This design comes from an exercise in tuning for a short achievable clock period, few clock cycles per item and low power on the open sky130 flow, not from production work. In this exercise RTL edits were held to simulation tests only and were not proved equivalent to the original. Power is estimated from default activity; no workload was simulated.

==> inputs of amber <==
## pck_arith
module pck_arith (
    input  wire        clk,
    input  wire        rst,
    input  wire        cmd_valid_i,
    output wire        cmd_ready_o,
    input  wire [31:0] cmd_i,
    input  wire [31:0] arg0_i,
    input  wire [31:0] arg1_i,
    input  wire [31:0] arg2_i,
    output wire        done_o,
    output wire [31:0] result_o,
    output wire [31:0] result_hi_o,
    output wire [2:0]  flags_o,      
    output wire [3:0]  err_o         
);
Settings: LEC_CHECK=0, CAP_MARGIN=40, CORE_MARGIN=2, CORE_UTILIZATION=50, CTS_CLUSTER_DIAMETER=150, CTS_CLUSTER_SIZE=20, SLEW_MARGIN=30; clock period 20.0 ns.
standard.sh (not shown) runs the stock make flow with config.mk's settings and CLKGATE_MAP_FILE= SYNTH_SCRIPT=/design/flow/synth_recipe.tcl, a recipe that flattens the netlist after the stock synthesis.
==> flow/flow/run.sh <==
#!/bin/bash
# The standard layout, with the timing repair steps aiming at a 6 ns period
# (a larger setup margin) instead of only the 20 ns clock. The clock, the
# constraints and every other step are the standard flow's.
set -euo pipefail
bash standard.sh SETUP_SLACK_MARGIN=14 finish > standard_flow.log 2>&1
==> cedar (differences from amber) <==
--- a/flow/design.v
+++ b/flow/design.v
@@ -126,11 +126,11 @@
     reg         vS;
     reg         mulS, mulscS, divS;    
     reg  [5:0]  kS;          
     reg         wrS, whS;
     reg  [1:0]  errS;
-    reg  [1:0]  fS;          
+    reg  [2:0]  fS;          
     reg  [63:0] sS;          
     reg  [31:0] cS;          
     wire [30:0] dR  = sS[62:32] & {31{divS}};
     wire [31:0] dQ  = sS[31:0]  & {32{divS}};
     wire [31:0] dD  = cS & {32{divS}};
@@ -208,34 +208,33 @@
     wire fire    = vA & ~s_iter;
     assign acc_args = accept & cmd_args;
     assign holdA    = vA & ~fire;
     reg         vP;
     reg         mulP, mulscP, divP;
-    reg  [2:0]  kP;          
+    reg  [5:0]  kP;
     reg         wrP, whP;
     reg  [1:0]  errP;
-    reg  [1:0]  fP;
+    reg  [2:0]  fP;
     reg  [63:0] pP;
     wire        mulxS = mulS | mulscS;
     wire [63:0] cS_w;        
     generate
         for (gb = 0; gb < 32; gb = gb + 1) begin : g_cw
             assign cS_w[2*gb+1:2*gb] = (gb == 0) ? 2'b00 : {1'b0, cS[gb-1]};
         end
     endgenerate
     wire [63:0] sum = (sS & {64{mulxS}}) + (cS_w & {64{mulxS}});
-    wire        s63 = sum[63];
-    wire [63:0] cs5 = kS[5] ? {{32{s63}}, sum[63:32]}  : sum;
-    wire [63:0] cs4 = kS[4] ? {{16{s63}}, cs5[63:16]} : cs5;
-    wire [63:0] cs3 = kS[3] ? {{8{s63}},  cs4[63:8]}  : cs4;
     wire [63:0] pm  = pP & {64{mulscP}};
     wire        p63 = pm[63];
-    wire [63:0] sh2 = kP[2] ? {{4{p63}},  pm[63:4]}   : pm;
+    wire [63:0] sh5 = kP[5] ? {{32{p63}}, pm[63:32]} : pm;
+    wire [63:0] sh4 = kP[4] ? {{16{p63}}, sh5[63:16]} : sh5;
+    wire [63:0] sh3 = kP[3] ? {{8{p63}},  sh4[63:8]}  : sh4;
+    wire [63:0] sh2 = kP[2] ? {{4{p63}},  sh3[63:4]}  : sh3;
     wire [63:0] sh1 = kP[1] ? {{2{p63}},  sh2[63:2]}  : sh2;
     wire [63:0] sh0 = kP[0] ? {p63,       sh1[63:1]}  : sh1;
     wire [31:0] sc_e    = pm[62:31] ^ {32{p63}};
-    wire [31:0] sc_mask = 32'hFFFF_FFFF << kP;
+    wire [31:0] sc_mask = kP[5] ? 32'd0 : (32'hFFFF_FFFF << kP[4:0]);
     wire        sc_ov   = |(sc_e & sc_mask);
     wire [31:0] r_sc    = sc_ov ? {p63, {31{~p63}}} : sh0[31:0];
     wire [63:0] pd    = pP & {64{divP}};
     wire        sq = fP[0], sr = fP[1];
     wire [31:0] q_mag = pd[31:0];
@@ -259,11 +258,11 @@
             hi_f  = pP[63:32];
             flg_f = {1'b0, pP[63], pP == 64'd0};
         end else begin
             res_f = pP[31:0];
             hi_f  = pP[63:32];
-            flg_f = {fP[0], pP[31], pP[31:0] == 32'd0};
+            flg_f = fP;
         end
     end
     reg  [31:0] result_q, result_hi_q;
     reg  [2:0]  flags_q;
     reg  [1:0]  err_q;
@@ -302,15 +301,15 @@
                     result_hi_q <= hi_f;
             end
         end
     end
     always @(posedge clk) begin
+        xnopA <= (accept & (cmd_i[31:24] == OP_NOP)) | (xnopA & holdA);
+        xillA <= (accept & ~cmd_args & (cmd_i[31:24] != OP_NOP)) | (xillA & holdA);
         mA <= (accept & cmd_mul) | (mA & holdA);
         dA <= (accept & cmd_div) | (dA & holdA);
         lA <= (acc_args & ~cmd_mul & ~cmd_div) | (lA & holdA);
-        xnopA <= (accept & (cmd_i[31:24] == OP_NOP)) | (xnopA & holdA);
-        xillA <= (accept & ~cmd_args & (cmd_i[31:24] != OP_NOP)) | (xillA & holdA);
         opA <= ({4{acc_args}} & cmd_i[27:24])   | ({4{holdA}} & opA);
         a0A <= ({32{acc_args}} & arg0_i)        | ({32{holdA}} & a0A);
         a1A <= ({32{acc_args}} & arg1_i)        | ({32{holdA}} & a1A);
         a2A <= ({32{acc_args}} & (cmd_clamp ? arg2_i : {26'd0, cmd_i[5:0]})) | ({32{holdA}} & a2A);
         mulS   <= fire & argsA & is_mul;
@@ -318,11 +317,11 @@
         divS   <= fire ? divA : s_iter;
         kS     <= fire ? (divA ? {2'b0, dv_it0} : immA) : ((kS - 6'd1) & {6{s_iter}});
         wrS   <= fire ? (argsA & ~div0) : (wrS & s_iter);
         whS   <= fire ? (argsA & (is_mul | divA)) : (whS & s_iter);
         errS  <= fire ? (xillA ? 2'd1 : ((argsA & div0) ? 2'd3 : 2'd0)) : (errS & {2{s_iter}});
-        fS    <= fire ? (divA ? {a0A[31], a0A[31] ^ a1A[31]} : {1'b0, v_o}) : (fS & {2{s_iter}});
+        fS    <= fire ? (divA ? {1'b0, a0A[31], a0A[31] ^ a1A[31]} : f_o) : (fS & {3{s_iter}});
         if (s_iter) begin
             sS <= {1'b0, dRn, dQn};
             cS <= dD;                    
         end else if (divA) begin
             sS <= dv_x0;
@@ -332,16 +331,16 @@
             cS <= m_cb;
         end
         mulP   <= mulS;
         mulscP <= mulscS;
         divP   <= s_last;
-        kP     <= kS[2:0];
+        kP     <= kS;
         wrP    <= wrS;
         whP    <= whS;
         errP   <= errS;
         fP     <= fS;
-        pP     <= s_div ? {1'b0, dRn, dQn} : (mulscS ? cs3 : (mulS ? sum : sS));
+        pP     <= s_div ? {1'b0, dRn, dQn} : (mulxS ? sum : sS);
         err_q <= errP;       
     end
 endmodule
 module pck_mul_cs (
     input  wire [31:0] a,
==> flow/config.mk (replaced) <==
export PLATFORM = sky130hd
export DESIGN_NAME = pck_arith
export DESIGN_NICKNAME = pck_arith
export VERILOG_FILES = /design/flow/design.v
export SDC_FILE = /design/flow/constraint.sdc
export NUM_CORES = 4
export LEC_CHECK = 0
export CAP_MARGIN = 40
export CELL_PAD_IN_SITES_DETAIL_PLACEMENT = 1
export CELL_PAD_IN_SITES_GLOBAL_PLACEMENT = 2
export CORE_MARGIN = 2
export CORE_UTILIZATION = 30
export CTS_CLUSTER_DIAMETER = 150
export CTS_CLUSTER_SIZE = 20
export SLEW_MARGIN = 30
==> comparison table <==
item	cedar	amber
Ratio of cells with drive above 1 in the final layout	0.163	0.162
Fin crit share	0.317	0.336
Tap cell instance count	4100	2480
Synthesis-stage register bit count	371	366
Average wire per standard cell	33.6 um	33.6 um
Post-DP HPWL	406000 um	361000 um
Worst max-slew margin expressed relative to the limit	0.389	0.240
Transition time of the tightest slew-check pin	0.913 ns	1.13 ns
Share of power burned in combinational logic	0.083	0.080
Post-Synthesis Mean Instance Area	7.68 um2	7.69 um2
Global routing usage summed across all routing layers	0.339	0.506
Final #Nets	14000	14300
Antenna Diode Count	11	27
Run status	timing/DRC/antenna clean	timing/DRC/antenna clean
Bufs and invs on worst path	7	6
Number of instances in the synthesized netlist	12000	12200
Internal	1040 uW	988 uW
Share of power burned in the clock network	0.408	0.382
Hold WS	0.336 ns	0.333 ns
Post-route design area	113000 um2	113000 um2
Initial core utilization	0.301	0.504
P_leak	0.0482 uW	0.0486 uW
Clk. pwr	599 uW	526 uW
Initial antenna violation count	16	37
Testbench counts of amber, summed over its fixed seeds: cycles 26,701, ops 24,000.
Testbench counts of cedar, summed over its fixed seeds: cycles 26,701, ops 24,000.


==> inputs of run a <==
pck_arith, a different RTL version from the one above (not shown whole).
// pck_arith
module pck_arith (
    input  wire        clk,
    input  wire        rst,
    input  wire        cmd_valid_i,
    output wire        cmd_ready_o,
    input  wire [31:0] cmd_i,
    input  wire [31:0] arg0_i,
    input  wire [31:0] arg1_i,
    input  wire [31:0] arg2_i,
    output wire        done_o,
    output wire [31:0] result_o,
    output wire [31:0] result_hi_o,
    output wire [2:0]  flags_o,      
    output wire [3:0]  err_o         
);
clock: 20.0 ns
lec_check: 0
cap_margin: 40
core_margin: 2
core_utilization: 30
cts_cluster_diameter: 150
cts_cluster_size: 20
slew_margin: 30
Scripts as last shown in full above: flow/flow/run.sh
==> run b: changes against run a <==
--- a/flow/design.v
+++ b/flow/design.v
@@ -27,11 +27,10 @@
     reg         vA;
     reg         xnopA, xillA;    
     reg  [3:0]  opA;             
     reg  [31:0] a0A, a1A, a2A;   
     reg         mA, dA, lA;      
-    reg         mA2, dA2;        
     wire accept   = cmd_valid_i & ready_q;
     wire acc_args;
     wire holdA;
     wire cmd_args = (cmd_i[31:28] == 4'h3) & (~cmd_i[27] | (cmd_i[26:24] == 3'd0));   
     wire cmd_mul  = (cmd_i[31:25] == 7'b0011_010);                                     
@@ -56,13 +55,13 @@
     wire div0      = is_div & a1_zero;
     wire divA      = argsA & is_div & ~a1_zero;
     wire [31:0] la0 = a0A & {32{lA}};
     wire [31:0] la1 = a1A & {32{lA}};
     wire [31:0] la2 = a2A & {32{lA}};
-    wire [31:0] mb  = a1A & {{16{mA2}}, {16{mA}}};    
+    wire [31:0] mb  = a1A & {32{mA}};           
     wire [31:0] da0 = a0A & {32{dA}};
-    wire [31:0] da1 = a1A & {32{dA2}};
+    wire [31:0] da1 = a1A & {32{dA}};
     wire        sub = is_sub | is_subs | is_clamp;
     wire [33:0] t_full = {la0[31], la0, 1'b1} + ({la1[31], la1, sub} ^ {{33{sub}}, 1'b0});
     wire [32:0] t   = t_full[33:1];
     wire        t_ov = t[32] ^ t[31];
     wire [31:0] t_sat = t_ov ? (t[32] ? 32'h8000_0000 : 32'h7FFF_FFFF) : t[31:0];
@@ -81,21 +80,18 @@
     wire [2:0]  f_o = {v_o, r_o[31], r_o == 32'd0};
     wire        p_neg = a0A[31] ^ a1A[31];
     wire [63:0] bias  = (is_mulsc & p_neg) ? ~(64'hFFFF_FFFF_FFFF_FFFF << immA) : 64'd0;
     wire [63:0] m_s, m_c;
     pck_mul_cs u_mul (.a(a0A), .b(mb), .x(bias), .s(m_s), .c(m_c));
-    wire [14:0] m_lo = {1'b0, m_s[13:0]} + {1'b0, m_c[13:0]};
-    wire [7:0]  m_hi;
-    wire [3:0]  m_hc;
+    wire [63:0] m_s2;
+    wire [31:0] m_cb;
     genvar gb;
     generate
-        for (gb = 0; gb < 4; gb = gb + 1) begin : g_blk
-            assign {m_hc[gb], m_hi[2*gb+1:2*gb]} = {1'b0, m_s[57+2*gb:56+2*gb]} + {1'b0, m_c[57+2*gb:56+2*gb]};
+        for (gb = 0; gb < 32; gb = gb + 1) begin : g_blk
+            assign {m_cb[gb], m_s2[2*gb+1:2*gb]} = {1'b0, m_s[2*gb+1:2*gb]} + {1'b0, m_c[2*gb+1:2*gb]};
         end
     endgenerate
-    wire [63:0] m_s2 = {m_hi, m_s[55:14], m_lo[13:0]};
-    wire [45:0] m_cb = {m_hc[2:0], m_c[55:14], m_lo[14]};
     function [5:0] clz32(input [31:0] x);
         reg [7:0] nz;
         reg [1:0] c [0:7];
         integer i;
         begin
@@ -127,20 +123,19 @@
     wire [63:0] dv_x1 = dv_sh[0] ? {28'd0, m0, 4'd0}    : {32'd0, m0};
     wire [63:0] dv_x2 = dv_sh[1] ? {dv_x1[55:0], 8'd0}  : dv_x1;
     wire [63:0] dv_x0 = dv_sh[2] ? {dv_x2[47:0], 16'd0} : dv_x2;
     reg         vS;
     reg         mulS, mulscS, divS;    
-    reg         divSr, divSq, divSd;   
     reg  [5:0]  kS;          
     reg         wrS, whS;
     reg  [1:0]  errS;
-    reg  [1:0]  fS;          
+    reg  [2:0]  fS;          
     reg  [63:0] sS;          
-    reg  [45:0] cS;          
-    wire [30:0] dR  = sS[62:32] & {31{divSr}};
-    wire [31:0] dQ  = sS[31:0]  & {32{divSq}};
-    wire [31:0] dD  = cS[31:0] & {32{divSd}};
+    reg  [31:0] cS;          
+    wire [30:0] dR  = sS[62:32] & {31{divS}};
+    wire [31:0] dQ  = sS[31:0]  & {32{divS}};
+    wire [31:0] dD  = cS & {32{divS}};
     wire [35:0] r16 = {1'b0, dR, dQ[31:28]};
     wire [35:0] d1  = {4'd0, dD};
     wire [35:0] d2  = {3'd0, dD, 1'b0};
     wire [35:0] d4  = {2'd0, dD, 2'd0};
     wire [35:0] d8  = {1'd0, dD, 3'd0};
@@ -213,31 +208,33 @@
     wire fire    = vA & ~s_iter;
     assign acc_args = accept & cmd_args;
     assign holdA    = vA & ~fire;
     reg         vP;
     reg         mulP, mulscP, divP;
-    reg  [2:0]  kP;          
+    reg  [5:0]  kP;
     reg         wrP, whP;
     reg  [1:0]  errP;
-    reg  [1:0]  fP;
+    reg  [2:0]  fP;
     reg  [63:0] pP;
     wire        mulxS = mulS | mulscS;
-    wire [63:14] cS_w = {1'b0, cS[45], 1'b0, cS[44], 1'b0, cS[43], 2'b00, cS[42:1]};
-    wire         c14  = cS[0] & mulxS;
-    wire [50:0]  sum_hi = {sS[63:14] & {50{mulxS}}, 1'b1} + {cS_w & {50{mulxS}}, c14};
-    wire [63:0]  sum = {sum_hi[50:1], sS[13:0] & {14{mulxS}}};
-    wire        s63 = sum[63];
-    wire [63:0] cs5 = kS[5] ? {{32{s63}}, sum[63:32]}  : sum;
-    wire [63:0] cs4 = kS[4] ? {{16{s63}}, cs5[63:16]} : cs5;
-    wire [63:0] cs3 = kS[3] ? {{8{s63}},  cs4[63:8]}  : cs4;
+    wire [63:0] cS_w;        
+    generate
+        for (gb = 0; gb < 32; gb = gb + 1) begin : g_cw
+            assign cS_w[2*gb+1:2*gb] = (gb == 0) ? 2'b00 : {1'b0, cS[gb-1]};
+        end
+    endgenerate
+    wire [63:0] sum = (sS & {64{mulxS}}) + (cS_w & {64{mulxS}});
     wire [63:0] pm  = pP & {64{mulscP}};
     wire        p63 = pm[63];
-    wire [63:0] sh2 = kP[2] ? {{4{p63}},  pm[63:4]}   : pm;
+    wire [63:0] sh5 = kP[5] ? {{32{p63}}, pm[63:32]} : pm;
+    wire [63:0] sh4 = kP[4] ? {{16{p63}}, sh5[63:16]} : sh5;
+    wire [63:0] sh3 = kP[3] ? {{8{p63}},  sh4[63:8]}  : sh4;
+    wire [63:0] sh2 = kP[2] ? {{4{p63}},  sh3[63:4]}  : sh3;
     wire [63:0] sh1 = kP[1] ? {{2{p63}},  sh2[63:2]}  : sh2;
     wire [63:0] sh0 = kP[0] ? {p63,       sh1[63:1]}  : sh1;
     wire [31:0] sc_e    = pm[62:31] ^ {32{p63}};
-    wire [31:0] sc_mask = 32'hFFFF_FFFF << kP;
+    wire [31:0] sc_mask = kP[5] ? 32'd0 : (32'hFFFF_FFFF << kP[4:0]);
     wire        sc_ov   = |(sc_e & sc_mask);
     wire [31:0] r_sc    = sc_ov ? {p63, {31{~p63}}} : sh0[31:0];
     wire [63:0] pd    = pP & {64{divP}};
     wire        sq = fP[0], sr = fP[1];
     wire [31:0] q_mag = pd[31:0];
@@ -261,11 +258,11 @@
             hi_f  = pP[63:32];
             flg_f = {1'b0, pP[63], pP == 64'd0};
         end else begin
             res_f = pP[31:0];
             hi_f  = pP[63:32];
-            flg_f = {fP[0], pP[31], pP[31:0] == 32'd0};
+            flg_f = fP;
         end
     end
     reg  [31:0] result_q, result_hi_q;
     reg  [2:0]  flags_q;
     reg  [1:0]  err_q;
@@ -304,51 +301,46 @@
                     result_hi_q <= hi_f;
             end
         end
     end
     always @(posedge clk) begin
+        xnopA <= (accept & (cmd_i[31:24] == OP_NOP)) | (xnopA & holdA);
+        xillA <= (accept & ~cmd_args & (cmd_i[31:24] != OP_NOP)) | (xillA & holdA);
         mA <= (accept & cmd_mul) | (mA & holdA);
         dA <= (accept & cmd_div) | (dA & holdA);
-        mA2 <= (accept & cmd_mul) | (mA2 & holdA);
-        dA2 <= (accept & cmd_div) | (dA2 & holdA);
         lA <= (acc_args & ~cmd_mul & ~cmd_div) | (lA & holdA);
-        xnopA <= (accept & (cmd_i[31:24] == OP_NOP)) | (xnopA & holdA);
-        xillA <= (accept & ~cmd_args & (cmd_i[31:24] != OP_NOP)) | (xillA & holdA);
         opA <= ({4{acc_args}} & cmd_i[27:24])   | ({4{holdA}} & opA);
         a0A <= ({32{acc_args}} & arg0_i)        | ({32{holdA}} & a0A);
         a1A <= ({32{acc_args}} & arg1_i)        | ({32{holdA}} & a1A);
         a2A <= ({32{acc_args}} & (cmd_clamp ? arg2_i : {26'd0, cmd_i[5:0]})) | ({32{holdA}} & a2A);
         mulS   <= fire & argsA & is_mul;
         mulscS <= fire & argsA & is_mulsc;
         divS   <= fire ? divA : s_iter;
-        divSr  <= (fire & divA) | (~fire & vS & divSr & (kS[3:1] != 3'd0));
-        divSq  <= (fire & divA) | (~fire & vS & divSq & (kS[3:1] != 3'd0));
-        divSd  <= (fire & divA) | (~fire & vS & divSd & (kS[3:1] != 3'd0));
         kS     <= fire ? (divA ? {2'b0, dv_it0} : immA) : ((kS - 6'd1) & {6{s_iter}});
         wrS   <= fire ? (argsA & ~div0) : (wrS & s_iter);
         whS   <= fire ? (argsA & (is_mul | divA)) : (whS & s_iter);
         errS  <= fire ? (xillA ? 2'd1 : ((argsA & div0) ? 2'd3 : 2'd0)) : (errS & {2{s_iter}});
-        fS    <= fire ? (divA ? {a0A[31], a0A[31] ^ a1A[31]} : {1'b0, v_o}) : (fS & {2{s_iter}});
+        fS    <= fire ? (divA ? {1'b0, a0A[31], a0A[31] ^ a1A[31]} : f_o) : (fS & {3{s_iter}});
         if (s_iter) begin
             sS <= {1'b0, dRn, dQn};
-            cS <= {14'd0, dD};           
+            cS <= dD;                    
         end else if (divA) begin
             sS <= dv_x0;
-            cS <= {14'd0, m1};
+            cS <= m1;
         end else begin
             sS <= {m_s2[63:32], is_mulx ? m_s2[31:0] : r_o};
             cS <= m_cb;
         end
         mulP   <= mulS;
         mulscP <= mulscS;
         divP   <= s_last;
-        kP     <= kS[2:0];
+        kP     <= kS;
         wrP    <= wrS;
         whP    <= whS;
         errP   <= errS;
         fP     <= fS;
-        pP     <= s_div ? {1'b0, dRn, dQn} : (mulscS ? cs3 : (mulS ? sum : sS));
+        pP     <= s_div ? {1'b0, dRn, dQn} : (mulxS ? sum : sS);
         err_q <= errP;       
     end
 endmodule
 module pck_mul_cs (
     input  wire [31:0] a,
==> run c: changes against run a <==
--- a/flow/design.v
+++ b/flow/design.v
@@ -27,11 +27,10 @@
     reg         vA;
     reg         xnopA, xillA;    
     reg  [3:0]  opA;             
     reg  [31:0] a0A, a1A, a2A;   
     reg         mA, dA, lA;      
-    reg         mA2, dA2;        
     wire accept   = cmd_valid_i & ready_q;
     wire acc_args;
     wire holdA;
     wire cmd_args = (cmd_i[31:28] == 4'h3) & (~cmd_i[27] | (cmd_i[26:24] == 3'd0));   
     wire cmd_mul  = (cmd_i[31:25] == 7'b0011_010);                                     
@@ -56,13 +55,13 @@
     wire div0      = is_div & a1_zero;
     wire divA      = argsA & is_div & ~a1_zero;
     wire [31:0] la0 = a0A & {32{lA}};
     wire [31:0] la1 = a1A & {32{lA}};
     wire [31:0] la2 = a2A & {32{lA}};
-    wire [31:0] mb  = a1A & {{16{mA2}}, {16{mA}}};    
+    wire [31:0] mb  = a1A & {32{mA}};           
     wire [31:0] da0 = a0A & {32{dA}};
-    wire [31:0] da1 = a1A & {32{dA2}};
+    wire [31:0] da1 = a1A & {32{dA}};
     wire        sub = is_sub | is_subs | is_clamp;
     wire [33:0] t_full = {la0[31], la0, 1'b1} + ({la1[31], la1, sub} ^ {{33{sub}}, 1'b0});
     wire [32:0] t   = t_full[33:1];
     wire        t_ov = t[32] ^ t[31];
     wire [31:0] t_sat = t_ov ? (t[32] ? 32'h8000_0000 : 32'h7FFF_FFFF) : t[31:0];
@@ -81,21 +80,18 @@
     wire [2:0]  f_o = {v_o, r_o[31], r_o == 32'd0};
     wire        p_neg = a0A[31] ^ a1A[31];
     wire [63:0] bias  = (is_mulsc & p_neg) ? ~(64'hFFFF_FFFF_FFFF_FFFF << immA) : 64'd0;
     wire [63:0] m_s, m_c;
     pck_mul_cs u_mul (.a(a0A), .b(mb), .x(bias), .s(m_s), .c(m_c));
-    wire [14:0] m_lo = {1'b0, m_s[13:0]} + {1'b0, m_c[13:0]};
-    wire [7:0]  m_hi;
-    wire [3:0]  m_hc;
+    wire [63:0] m_s2;
+    wire [31:0] m_cb;
     genvar gb;
     generate
-        for (gb = 0; gb < 4; gb = gb + 1) begin : g_blk
-            assign {m_hc[gb], m_hi[2*gb+1:2*gb]} = {1'b0, m_s[57+2*gb:56+2*gb]} + {1'b0, m_c[57+2*gb:56+2*gb]};
+        for (gb = 0; gb < 32; gb = gb + 1) begin : g_blk
+            assign {m_cb[gb], m_s2[2*gb+1:2*gb]} = {1'b0, m_s[2*gb+1:2*gb]} + {1'b0, m_c[2*gb+1:2*gb]};
         end
     endgenerate
-    wire [63:0] m_s2 = {m_hi, m_s[55:14], m_lo[13:0]};
-    wire [45:0] m_cb = {m_hc[2:0], m_c[55:14], m_lo[14]};
     function [5:0] clz32(input [31:0] x);
         reg [7:0] nz;
         reg [1:0] c [0:7];
         integer i;
         begin
@@ -127,20 +123,19 @@
     wire [63:0] dv_x1 = dv_sh[0] ? {28'd0, m0, 4'd0}    : {32'd0, m0};
     wire [63:0] dv_x2 = dv_sh[1] ? {dv_x1[55:0], 8'd0}  : dv_x1;
     wire [63:0] dv_x0 = dv_sh[2] ? {dv_x2[47:0], 16'd0} : dv_x2;
     reg         vS;
     reg         mulS, mulscS, divS;    
-    reg         divSr, divSq, divSd;   
     reg  [5:0]  kS;          
     reg         wrS, whS;
     reg  [1:0]  errS;
     reg  [1:0]  fS;          
     reg  [63:0] sS;          
-    reg  [45:0] cS;          
-    wire [30:0] dR  = sS[62:32] & {31{divSr}};
-    wire [31:0] dQ  = sS[31:0]  & {32{divSq}};
-    wire [31:0] dD  = cS[31:0] & {32{divSd}};
+    reg  [31:0] cS;          
+    wire [30:0] dR  = sS[62:32] & {31{divS}};
+    wire [31:0] dQ  = sS[31:0]  & {32{divS}};
+    wire [31:0] dD  = cS & {32{divS}};
     wire [35:0] r16 = {1'b0, dR, dQ[31:28]};
     wire [35:0] d1  = {4'd0, dD};
     wire [35:0] d2  = {3'd0, dD, 1'b0};
     wire [35:0] d4  = {2'd0, dD, 2'd0};
     wire [35:0] d8  = {1'd0, dD, 3'd0};
@@ -219,14 +214,17 @@
     reg         wrP, whP;
     reg  [1:0]  errP;
     reg  [1:0]  fP;
     reg  [63:0] pP;
     wire        mulxS = mulS | mulscS;
-    wire [63:14] cS_w = {1'b0, cS[45], 1'b0, cS[44], 1'b0, cS[43], 2'b00, cS[42:1]};
-    wire         c14  = cS[0] & mulxS;
-    wire [50:0]  sum_hi = {sS[63:14] & {50{mulxS}}, 1'b1} + {cS_w & {50{mulxS}}, c14};
-    wire [63:0]  sum = {sum_hi[50:1], sS[13:0] & {14{mulxS}}};
+    wire [63:0] cS_w;        
+    generate
+        for (gb = 0; gb < 32; gb = gb + 1) begin : g_cw
+            assign cS_w[2*gb+1:2*gb] = (gb == 0) ? 2'b00 : {1'b0, cS[gb-1]};
+        end
+    endgenerate
+    wire [63:0] sum = (sS & {64{mulxS}}) + (cS_w & {64{mulxS}});
     wire        s63 = sum[63];
     wire [63:0] cs5 = kS[5] ? {{32{s63}}, sum[63:32]}  : sum;
     wire [63:0] cs4 = kS[4] ? {{16{s63}}, cs5[63:16]} : cs5;
     wire [63:0] cs3 = kS[3] ? {{8{s63}},  cs4[63:8]}  : cs4;
     wire [63:0] pm  = pP & {64{mulscP}};
@@ -306,36 +304,31 @@
         end
     end
     always @(posedge clk) begin
         mA <= (accept & cmd_mul) | (mA & holdA);
         dA <= (accept & cmd_div) | (dA & holdA);
-        mA2 <= (accept & cmd_mul) | (mA2 & holdA);
-        dA2 <= (accept & cmd_div) | (dA2 & holdA);
         lA <= (acc_args & ~cmd_mul & ~cmd_div) | (lA & holdA);
         xnopA <= (accept & (cmd_i[31:24] == OP_NOP)) | (xnopA & holdA);
         xillA <= (accept & ~cmd_args & (cmd_i[31:24] != OP_NOP)) | (xillA & holdA);
         opA <= ({4{acc_args}} & cmd_i[27:24])   | ({4{holdA}} & opA);
         a0A <= ({32{acc_args}} & arg0_i)        | ({32{holdA}} & a0A);
         a1A <= ({32{acc_args}} & arg1_i)        | ({32{holdA}} & a1A);
         a2A <= ({32{acc_args}} & (cmd_clamp ? arg2_i : {26'd0, cmd_i[5:0]})) | ({32{holdA}} & a2A);
         mulS   <= fire & argsA & is_mul;
         mulscS <= fire & argsA & is_mulsc;
         divS   <= fire ? divA : s_iter;
-        divSr  <= (fire & divA) | (~fire & vS & divSr & (kS[3:1] != 3'd0));
-        divSq  <= (fire & divA) | (~fire & vS & divSq & (kS[3:1] != 3'd0));
-        divSd  <= (fire & divA) | (~fire & vS & divSd & (kS[3:1] != 3'd0));
         kS     <= fire ? (divA ? {2'b0, dv_it0} : immA) : ((kS - 6'd1) & {6{s_iter}});
         wrS   <= fire ? (argsA & ~div0) : (wrS & s_iter);
         whS   <= fire ? (argsA & (is_mul | divA)) : (whS & s_iter);
         errS  <= fire ? (xillA ? 2'd1 : ((argsA & div0) ? 2'd3 : 2'd0)) : (errS & {2{s_iter}});
         fS    <= fire ? (divA ? {a0A[31], a0A[31] ^ a1A[31]} : {1'b0, v_o}) : (fS & {2{s_iter}});
         if (s_iter) begin
             sS <= {1'b0, dRn, dQn};
-            cS <= {14'd0, dD};           
+            cS <= dD;                    
         end else if (divA) begin
             sS <= dv_x0;
-            cS <= {14'd0, m1};
+            cS <= m1;
         end else begin
             sS <= {m_s2[63:32], is_mulx ? m_s2[31:0] : r_o};
             cS <= m_cb;
         end
         mulP   <= mulS;
==> comparison table <==
item                                                    run c           run b           run a
Run status                                     finished clean  finished clean  finished clean
Clock tree buffer count of the final layout                27              28              28
Number of sinks driven by the clock tree                  366             371             385
Internal power                                       0.990 mW         1.02 mW         1.05 mW
Worst min-delay path endpoint                        err_q[1]        err_q[1]        err_q[0]
Met2 routed wirelength                              197000 µm       188000 µm       186000 µm
Floorplan die area                                 316000 µm²      311000 µm²      311000 µm²
Height of the chip                                     562 µm          557 µm          558 µm
End of the worst register-to-register path             sS[31]          sS[39]          pP[52]
Switching power                                      0.393 mW        0.385 mW        0.425 mW
Amount of wire on met3 after detailed routing        70300 µm        61000 µm        61400 µm
Relative max-transition margin                          0.276           0.265           0.351
Lkg Pwr                                               48.5 nW         47.5 nW         47.2 nW
Fraction of area in multi-input gates                   0.732           0.734           0.739
Compound-gate portion of the synthesized area           0.269           0.264           0.277
Flip-flop and latch count                                 366             371             385
Worst Tran Pin Value                                  1.08 ns         1.10 ns        0.974 ns
Testbench counts of run a, summed over its fixed seeds: cycles 26,701, ops 24,000.
Testbench counts of run b, summed over its fixed seeds: cycles 26,701, ops 24,000.
Testbench counts of run c, summed over its fixed seeds: cycles 26,701, ops 24,000.

==> separate check: timing with driven ports <==
The results above use ideal ports. As a check the final layouts listed here were re-extracted and re-timed, cells and wires unchanged. Step 1 sets driving cells, clkbuf_16 on the clock port and buf_2 on the other inputs (assumed; they add their load-dependent delay and slew). Step 2 also shifts input and output timing later by t, the mid clock arrival at the registers, as if the neighbouring blocks saw the same clock. Three values: ideal, step 1, step 2; two values: the first two.
| run | t (ns) | slack for setup (ns) | hold WS [ns] | worst data-port slew with drivers (ns) | pins driven straight from the clock port |
|---|---|---|---|---|---|
| amber | 0.722 | 13.290 / 13.290 / 13.290 | 0.333 / 0.333 / 0.333 | 0.07 | 1 |
| cedar | 0.770 | 13.653 / 13.653 / 13.605 | 0.336 / 0.336 / 0.336 | 0.07 | 1 |
| run a | 0.811 | 13.795 / 13.795 / 13.485 | 0.332 / 0.332 / 0.332 | 0.21 | 1 |
| run b | 0.704 | 13.775 / 13.775 / 13.699 | 0.339 / 0.339 / 0.339 | 0.08 | 1 |
| run c | 0.742 | 13.749 / 13.749 / 13.511 | 0.335 / 0.335 / 0.335 | 0.23 | 1 |
After both steps setup and hold are still met in every run listed. The setup slack of run a, which loses most, moves by 0.000 ns with the drivers and by -0.310 ns with both steps.
